This is an optimization exercise on Yosys and OpenROAD, whose aim is a short achievable clock period and few clock cycles, not a production implementation. The RTL was checked by simulation tests, not by an equivalence proof against the original design. Power and IR drop assume default switching activity.

==> design/flow/design.v <==
module simplecvm_decode (
    input  wire [7:0] op,
    output reg        legal,
    output reg  [2:0] fmt,      
    output reg  [2:0] len       
);
    localparam FMT_F1  = 3'd0;
    localparam FMT_F2R = 3'd1;
    localparam FMT_F2P = 3'd2;
    localparam FMT_F4R = 3'd3;
    localparam FMT_F4X = 3'd4;
    always @(*) begin
        legal = 1'b1;
        fmt   = FMT_F1;
        len   = 3'd1;
        case (op)
            8'h00: begin fmt = FMT_F1;  len = 3'd1; end             
            8'h01, 8'h03, 8'h09, 8'h0B:
                   begin fmt = FMT_F4R; len = 3'd4; end             
            8'h02, 8'h04, 8'h0A, 8'h0C:
                   begin fmt = FMT_F2P; len = 3'd2; end             
            8'h05, 8'h06, 8'h07, 8'h08, 8'h0D, 8'h0E:
                   begin fmt = FMT_F4X; len = 3'd4; end             
            8'h0F, 8'h10, 8'h11, 8'h12:
                   begin fmt = FMT_F2R; len = 3'd2; end             
            default: legal = 1'b0;
        endcase
    end
endmodule
module simplecvm_alu (
    input  wire [15:0] a,
    input  wire [15:0] b,
    input  wire        sub,
    output wire [15:0] r,
    output wire        z,
    output wire        n,
    output wire        o
);
    assign r = sub ? (a - b) : (a + b);
    assign z = (r == 16'h0000);
    assign n = r[15];
    assign o = sub ? ((a[15] != b[15]) && (r[15] != a[15]))
                   : ((a[15] == b[15]) && (r[15] != a[15]));
endmodule
module simplecvm_core (
    input  wire        clk,
    input  wire        rst,
    output reg         mem_req,
    input  wire        mem_gnt,
    output reg         mem_we,
    output reg         mem_wide,
    output reg  [14:0] mem_addr,
    output reg  [15:0] mem_wdata,
    input  wire        mem_rvalid,
    input  wire [15:0] mem_rdata,
    output reg         out_valid,
    output reg         out_chr,
    output reg  [15:0] out_data,
    output wire        halted,
    output wire        faulted,
    output reg  [2:0]  fault_cause,
    output reg  [15:0] fault_pc,
    output reg  [15:0] fault_info
);
    localparam OP_HALT   = 8'h00;
    localparam OP_LOAD   = 8'h01;
    localparam OP_LOADI  = 8'h02;
    localparam OP_STORE  = 8'h03;
    localparam OP_STOREI = 8'h04;
    localparam OP_JMP    = 8'h05;
    localparam OP_JMPZ   = 8'h06;
    localparam OP_JMPN   = 8'h07;
    localparam OP_JMPO   = 8'h08;
    localparam OP_ADD    = 8'h09;
    localparam OP_ADDR   = 8'h0A;
    localparam OP_SUB    = 8'h0B;
    localparam OP_SUBR   = 8'h0C;
    localparam OP_OUT    = 8'h0D;
    localparam OP_OUTC   = 8'h0E;
    localparam OP_OUTR   = 8'h0F;
    localparam OP_OUTRC  = 8'h10;
    localparam OP_OUTI   = 8'h11;
    localparam OP_OUTIC  = 8'h12;
    localparam FMT_F2P   = 3'd2;
    localparam C_MEM     = 3'd1;
    localparam C_REG     = 3'd2;
    localparam C_JUMP    = 3'd3;
    localparam C_ILLEGAL = 3'd4;
    localparam S_FETCH = 3'd0;    
    localparam S_FWAIT = 3'd1;    
    localparam S_EXEC  = 3'd2;    
    localparam S_MEM   = 3'd3;    
    localparam S_MWAIT = 3'd4;    
    localparam S_HALT  = 3'd5;
    localparam S_FAULT = 3'd6;
    reg  [2:0]  state;
    reg  [15:0] pc;
    reg  [15:0] p;                
    reg  [15:0] x [0:3];          
    reg         fz, fn, fo;
    reg  [1:0]  nb;               
    reg  [7:0]  ib0, ib1, ib2, ib3;
    reg  [1:0]  dreg;             
    assign halted  = (state == S_HALT);
    assign faulted = (state == S_FAULT);
    wire        new_legal;
    wire [2:0]  new_fmt, new_len;
    simplecvm_decode u_dec_new (.op(mem_rdata[7:0]), .legal(new_legal), .fmt(new_fmt), .len(new_len));
    wire        cur_legal;
    wire [2:0]  cur_fmt, cur_len;
    simplecvm_decode u_dec_cur (.op(ib0), .legal(cur_legal), .fmt(cur_fmt), .len(cur_len));
    wire [15:0] w    = {ib2, ib3};
    wire [1:0]  rlo  = ib1[1:0];
    wire [1:0]  rhi  = ib1[7:6];
    wire        packed_bad = (ib1[5:2] != 4'd0);
    wire        single_bad = (ib1[7:2] != 6'd0);
    wire        alu_sub = (ib0 == OP_SUB) || (ib0 == OP_SUBR);
    wire [15:0] alu_b   = (cur_fmt == FMT_F2P) ? x[rhi] : w;
    wire [15:0] alu_r;
    wire        alu_z, alu_n, alu_o;
    simplecvm_alu u_alu (.a(x[rlo]), .b(alu_b), .sub(alu_sub),
                         .r(alu_r), .z(alu_z), .n(alu_n), .o(alu_o));
    function word_oob(input [15:0] a);
        word_oob = a[15] || (a[14:0] == 15'h7FFF);
    endfunction
    reg  [15:0] daddr;            
    reg         dwe;
    always @(*) begin
        mem_req   = 1'b0;
        mem_we    = 1'b0;
        mem_wide  = 1'b0;
        mem_addr  = pc[14:0];
        mem_wdata = 16'h0000;
        if (state == S_FETCH && !pc[15]) begin
            mem_req = 1'b1;
        end else if (state == S_MEM) begin
            mem_req   = 1'b1;
            mem_we    = dwe;
            mem_wide  = 1'b1;
            mem_addr  = daddr[14:0];
            mem_wdata = x[rlo];           
        end
    end
    integer i;
    task do_fault(input [2:0] cause, input [15:0] info);
        begin
            state       <= S_FAULT;
            fault_cause <= cause;
            fault_pc    <= p;
            fault_info  <= info;
        end
    endtask
    always @(posedge clk) begin
        if (rst) begin
            state     <= S_FETCH;
            pc        <= 16'h0000;
            p         <= 16'h0000;
            for (i = 0; i < 4; i = i + 1) x[i] <= 16'h0000;
            fz        <= 1'b0;
            fn        <= 1'b0;
            fo        <= 1'b0;
            nb        <= 2'd0;
            out_valid <= 1'b0;
            out_chr   <= 1'b0;
            out_data  <= 16'h0000;
        end else begin
            out_valid <= 1'b0;
            case (state)
                S_FETCH: begin
                    if (nb == 2'd0) p <= pc;
                    if (pc[15]) begin
                        state       <= S_FAULT;
                        fault_cause <= C_MEM;
                        fault_pc    <= (nb == 2'd0) ? pc : p;
                        fault_info  <= pc;
                    end else if (mem_gnt) begin
                        state <= S_FWAIT;
                    end
                end
                S_FWAIT: begin
                    if (mem_rvalid) begin
                        pc <= pc + 16'd1;
                        nb <= nb + 2'd1;
                        case (nb)
                            2'd0: ib0 <= mem_rdata[7:0];
                            2'd1: ib1 <= mem_rdata[7:0];
                            2'd2: ib2 <= mem_rdata[7:0];
                            default: ib3 <= mem_rdata[7:0];
                        endcase
                        if (nb == 2'd0) begin
                            if (!new_legal) begin
                                do_fault(C_ILLEGAL, {8'h00, mem_rdata[7:0]});
                            end else if (new_len == 3'd1) begin
                                state <= S_HALT;      
                            end else begin
                                state <= S_FETCH;
                            end
                        end else if ({1'b0, nb} + 3'd1 == cur_len) begin
                            state <= S_EXEC;
                        end else begin
                            state <= S_FETCH;
                        end
                    end
                end
                S_EXEC: begin
                    nb    <= 2'd0;
                    state <= S_FETCH;
                    case (ib0)
                        OP_LOAD: begin
                            if (single_bad) do_fault(C_REG, {8'h00, ib1});
                            else begin
                                x[rlo] <= w;
                                if (!rlo[1]) begin fz <= (w == 16'h0000); fn <= w[15]; end
                            end
                        end
                        OP_STORE: begin
                            if (single_bad || rlo[1]) do_fault(C_REG, {8'h00, ib1});
                            else if (word_oob(w)) do_fault(C_MEM, w);
                            else begin daddr <= w; dwe <= 1'b1; state <= S_MEM; end
                        end
                        OP_LOADI, OP_STOREI: begin
                            if (packed_bad || !rhi[1]) do_fault(C_REG, {8'h00, ib1});
                            else if (word_oob(x[rhi])) do_fault(C_MEM, x[rhi]);
                            else begin
                                daddr <= x[rhi];
                                dwe   <= (ib0 == OP_STOREI);
                                dreg  <= rlo;
                                state <= S_MEM;
                            end
                        end
                        OP_ADD, OP_SUB: begin
                            if (single_bad || rlo[1]) do_fault(C_REG, {8'h00, ib1});
                            else begin
                                x[rlo] <= alu_r;
                                fz <= alu_z; fn <= alu_n; fo <= alu_o;
                            end
                        end
                        OP_ADDR, OP_SUBR: begin
                            if (packed_bad || rlo[1] || rhi[1]) do_fault(C_REG, {8'h00, ib1});
                            else begin
                                x[rlo] <= alu_r;
                                fz <= alu_z; fn <= alu_n; fo <= alu_o;
                            end
                        end
                        OP_JMP, OP_JMPZ, OP_JMPN, OP_JMPO: begin
                            if (w[15]) do_fault(C_JUMP, w);
                            else if ((ib0 == OP_JMP) ||
                                     (ib0 == OP_JMPZ && fz) ||
                                     (ib0 == OP_JMPN && fn) ||
                                     (ib0 == OP_JMPO && fo))
                                pc <= w;
                        end
                        OP_OUT, OP_OUTC: begin
                            out_valid <= 1'b1;
                            out_chr   <= (ib0 == OP_OUTC);
                            out_data  <= (ib0 == OP_OUTC) ? {8'h00, w[7:0]} : w;
                        end
                        OP_OUTR, OP_OUTRC: begin
                            if (single_bad || rlo[1]) do_fault(C_REG, {8'h00, ib1});
                            else begin
                                out_valid <= 1'b1;
                                out_chr   <= (ib0 == OP_OUTRC);
                                out_data  <= (ib0 == OP_OUTRC) ? {8'h00, x[rlo][7:0]} : x[rlo];
                            end
                        end
                        OP_OUTI, OP_OUTIC: begin
                            if (single_bad || !rlo[1]) do_fault(C_REG, {8'h00, ib1});
                            else if (word_oob(x[rlo])) do_fault(C_MEM, x[rlo]);
                            else begin daddr <= x[rlo]; dwe <= 1'b0; state <= S_MEM; end
                        end
                        default: ;
                    endcase
                end
                S_MEM: begin
                    if (mem_gnt) state <= dwe ? S_FETCH : S_MWAIT;
                end
                S_MWAIT: begin
                    if (mem_rvalid) begin
                        state <= S_FETCH;
                        if (ib0 == OP_LOADI) begin
                            x[dreg] <= mem_rdata;
                            if (!dreg[1]) begin fz <= (mem_rdata == 16'h0000); fn <= mem_rdata[15]; end
                        end else begin
                            out_valid <= 1'b1;
                            out_chr   <= (ib0 == OP_OUTIC);
                            out_data  <= (ib0 == OP_OUTIC) ? {8'h00, mem_rdata[7:0]} : mem_rdata;
                        end
                    end
                end
                default: ;    
            endcase
        end
    end
endmodule
==> design/flow/run.sh <==
#!/bin/bash
# synth_recipe.tcl (not shown) runs the flow's synth.tcl, then flattens the netlist and writes it again
# the make line also repeats each setting of config.mk as NAME=value (left out here)
make -C /OpenROAD-flow-scripts/flow DESIGN_CONFIG=/design/flow/config.mk WORK_HOME=/design/flow/orfs CLKGATE_MAP_FILE= SYNTH_SCRIPT=/design/flow/synth_recipe.tcl finish
==> design/flow/config.mk <==
export PLATFORM = sky130hd
export DESIGN_NAME = simplecvm_core
export DESIGN_NICKNAME = simplecvm_core
export VERILOG_FILES = /design/flow/design.v
export SDC_FILE = /design/flow/constraint.sdc
export NUM_CORES = 4
export LEC_CHECK = 0
export CAP_MARGIN = 20
export CORE_MARGIN = 2
export CORE_UTILIZATION = 40
export SLEW_MARGIN = 20
==> design/flow/constraint.sdc <==
create_clock -name core_clock -period 8.0 [get_ports {clk}]
set_input_delay 1.6000 -clock core_clock [delete_from_list [all_inputs] [get_ports {clk}]]
set_output_delay 1.6000 -clock core_clock [all_outputs]
set_load 0.01 [all_outputs]
==> results.txt <==
-- metrics by stage --
stage	instance area (um2)	setup slack, ps	total power, mW
6_report	15700	1940	3.33
5_1_grt	15700	1550	3.46
4_1_cts	15700	2080	3.33
3_5_place_dp	14800	2120	2.19
3_3_place_gp	14800	2230	2.18
2_1_floorplan	13300	2590	1.83
-- routing by layer --
layer / vias to the layer above / routed length, um / track usage
met5: - / 0 / 0
met4: 0 / 2030 / 0.111
met3: 123 / 4920 / 0.0549
met2: 716 / 21900 / 0.425
met1: 5836 / 20600 / 0.381
li1: 5388 / - / -
-- logic make-up (layout without fill, tap and decap cells) --
kind of cell             after synthesis  after routing  synth area share
buffers and inverters                138            228            0.0428
multiplexers                          85             85            0.0996
AND/OR/NAND/NOR                      574            574             0.199
XOR/XNOR                              31             31            0.0229
flip-flops                           217            217             0.437
AO/OA/AOI/OAI                        342            342             0.166
other                                  0              1                 0
adder cells (fa/ha/maj)               34             34            0.0324
-- cell usage after synthesis (6+ instances only) --
cell,instances
a211oi_1,16
a21o_1,10
a21oi_1,107
a221oi_1,19
a222oi_1,8
a22o_1,8
a22oi_1,30
a31oi_1,13
and2_1,27
and3_1,18
buf_2,12
clkbuf_1,77
dfxtp_1,68
edfxtp_1,149
ha_1,33
inv_1,41
mux2_2,20
mux2i_1,33
mux4_1,14
mux4_2,18
nand2_1,210
nand2b_1,13
nand3_1,23
nand4_1,16
nor2_1,151
nor2b_1,18
nor3_1,56
o21ai_0,71
o22ai_1,6
o31ai_1,6
or2_2,6
xnor2_1,21
xor2_1,8
-- registers in the layout (all words and copies together) (netlist names), 3 cells and up, named ones only --
signal / flops
daddr: 15
fault_cause: 3
fault_info: 16
fault_pc: 16
ib0: 8
ib1: 8
ib2: 8
ib3: 8
out_data: 16
p: 16
pc: 16
state: 3
x: 64
-- where the power goes --
part	internal, mW	switching [mW]	leakage [nW]
registers	1.31	0.0674	1.99
clock network	0.677	0.477	0.403
logic	0.314	0.489	3.30
total	2.30	1.03	5.69
-- critical path: cells and delay by family (launching register included) --
family,cells,cell delay (ps)
AO/OA/AOI/OAI,7,1800
AND/OR/NAND/NOR,5,1410
multiplexers,2,1030
flip-flops,1,960
adder cells (fa/ha/maj),2,570
XOR/XNOR,2,200
-- cell type report --
cell class                 instances  area share
tap                              442      0.0353
clock buffer                      37      0.0473
multi-input combinational       1066       0.445
antenna                            1    0.000160
sequential                       217       0.372
timing repair buffer             141      0.0844
clock inverter                     9     0.00567
inverter                          41     0.00982
-- worst max-delay path by stage --
stage | end | slack (ps) | start
final | fz | 1940 | flip-flop
after global placement | fz | 2230 | flip-flop
after global routing | fz | 1550 | flip-flop
after CTS | fz | 2080 | flip-flop
after detailed placement | fz | 2120 | flip-flop
after floorplan | fz | 2590 | ib0[5]
==> out/metrics.cfg <==
[run_status]
outcome = timing/DRC/antenna clean

[logic_synthesis]
syn-num-nets = 1475
ys_seq_area_frac = 0.437
synth_area_leaders = edfxtp_1, dfxtp_1, nand2_1
yosys_warnings = 2
postSynthAreaPerCell_um2 = 9.39
ys_seq_elements = 217
synth_top_area_cell = edfxtp_1
synthArstFlopShare = 0
yosysTopAreaCellShare = 0.335
synth_cell_types = 82
synth_area_mm2 = 0.0133
dominantRegCellSynth = edfxtp_1
synth_enable_flop_cells = 149
syn_inst = 1421

[timing]
worst_slew_pin_slew_ps = 1010
rsz0062_at_grt = false
skew_ps = 14.1
period_minus_slack_ps = 6060
setup_violations = 0
max_clock_freq_mhz = 165
fin_crit_sh = 0.758
fin_tns_setup_ps = 0
fin_hold_ws_ps = 451
slew_headroom = 0.325
slew_violations = 0
hold_viol_final = 0

[clock_network]
cts_buffers = 25
cts_setup_buffers = 0
insertion_delay_ps = 540
postCtsHoldBufs = 0
htreeDepth = 1
tritoncts = built
clockBufferDepth = 3
cts_root_buf = clkbuf_16
ctsResizeCount = 0
clock-sinks = 217
clk_pin_slew_ps = 60

[layout]
seqCellArea_mm2 = 0.00584
final_cell_mix = nand2_1, nor2_1, edfxtp_1
finalNetCount = 1546
multi_input_area_mm2 = 0.00698
fin_util = 0.479
fin_cells = 1954
area_growth_pct = 17.5
layout-drive-gt1-share = 0.0927
fillers = 3117
final_common_cell = nand2_1

[global_route]
grt_pass1_wl_mm = 73.5
overflow = 0
antenna_found_initial = 0
first_global_vias = 11351
grtUsageTotal = 0.276
grt_max_degree = 48

[drt]
wire_per_inst_um = 25.3
viasPerCell = 6.17
ant_nets = 0
drt_iter0_drc = 1521
first_pass_iters = 8
num_vias = 12063
drc = 0
wl_mm = 49.5

[floorplanning]
dieArea_mm2 = 0.0348
row_count = 66
die_x_um = 187
core_mm2 = 0.0327
chipHeight_um = 187
ioPinCount = 109
start_util = 0.408

[critical_path]
crit_arrival_ps = 6530
reg2reg_depth = 18
critPathRequiredTime_ps = 8470
critPathMaxStageDelay_ps = 960
path_max_fanout = 16
rr_endpoint = fz
worstSetupStartpointType = flip-flop
reg2reg_slack_ps = 1940
crit_path_top_delay_cell = dfxtp_1
crit_type = flip-flop to flip-flop
worstPathCellList = mux4_1 > mux2i_1 > ha_1 > o21ai_0 > o21ai_0 > o21ai_0 > a21oi_1 > xnor2_1 > ha_1 > and3_1 > a221o_1 > a22oi_1 > nor2b_1 > xnor2_1 > nand4b_1 > or4_1 > or4_1 > a31oi_1
cp_common_cell = o21ai_0
cp-end-kind = flip-flop

[min_path]
hp-class = flip-flop to flip-flop
hold-path-cell-count = 2
min-delay-start = p[6]
min_to = p[6]

[pwr]
leakage_nw = 5.69
peakVddDrop_uv = 122
cellPowerDensity_mw_per_mm2 = 213

[placement]
place_congestion = 0.994
place_hpwl_mm = 34.8
io_buffers = 108
dp_cells = 1907

[run]
cap_viol_max_count = 0

Testbench counts, summed over its fixed seeds: cycles 226,709.

re-timing with driven ports:
The results above use ideal ports. As a check the final layout listed here was re-extracted and re-timed, cells and wires unchanged.
Step 1: set_driving_cell puts a clkbuf_16 on clk and a buf_2 on each other input, an assumption about the parent block.
Step 2 times the ports against the registers' clock, not the clock port: input delays grow and output delays shrink by t, the midpoint of the rising clock arrivals with the driver on.
Three values: no drivers, after step 1, after step 2; two values: the first two.
t, ns: 0.590
setup WS [ns]: 1.939 / 1.939 / 1.939
latest minus earliest clock arrival (ns): 0.014 / 0.014
After both steps this run still meets setup and hold. The setup slack of this run moves by 0.000 ns with the drivers and by 0.000 ns with both steps.
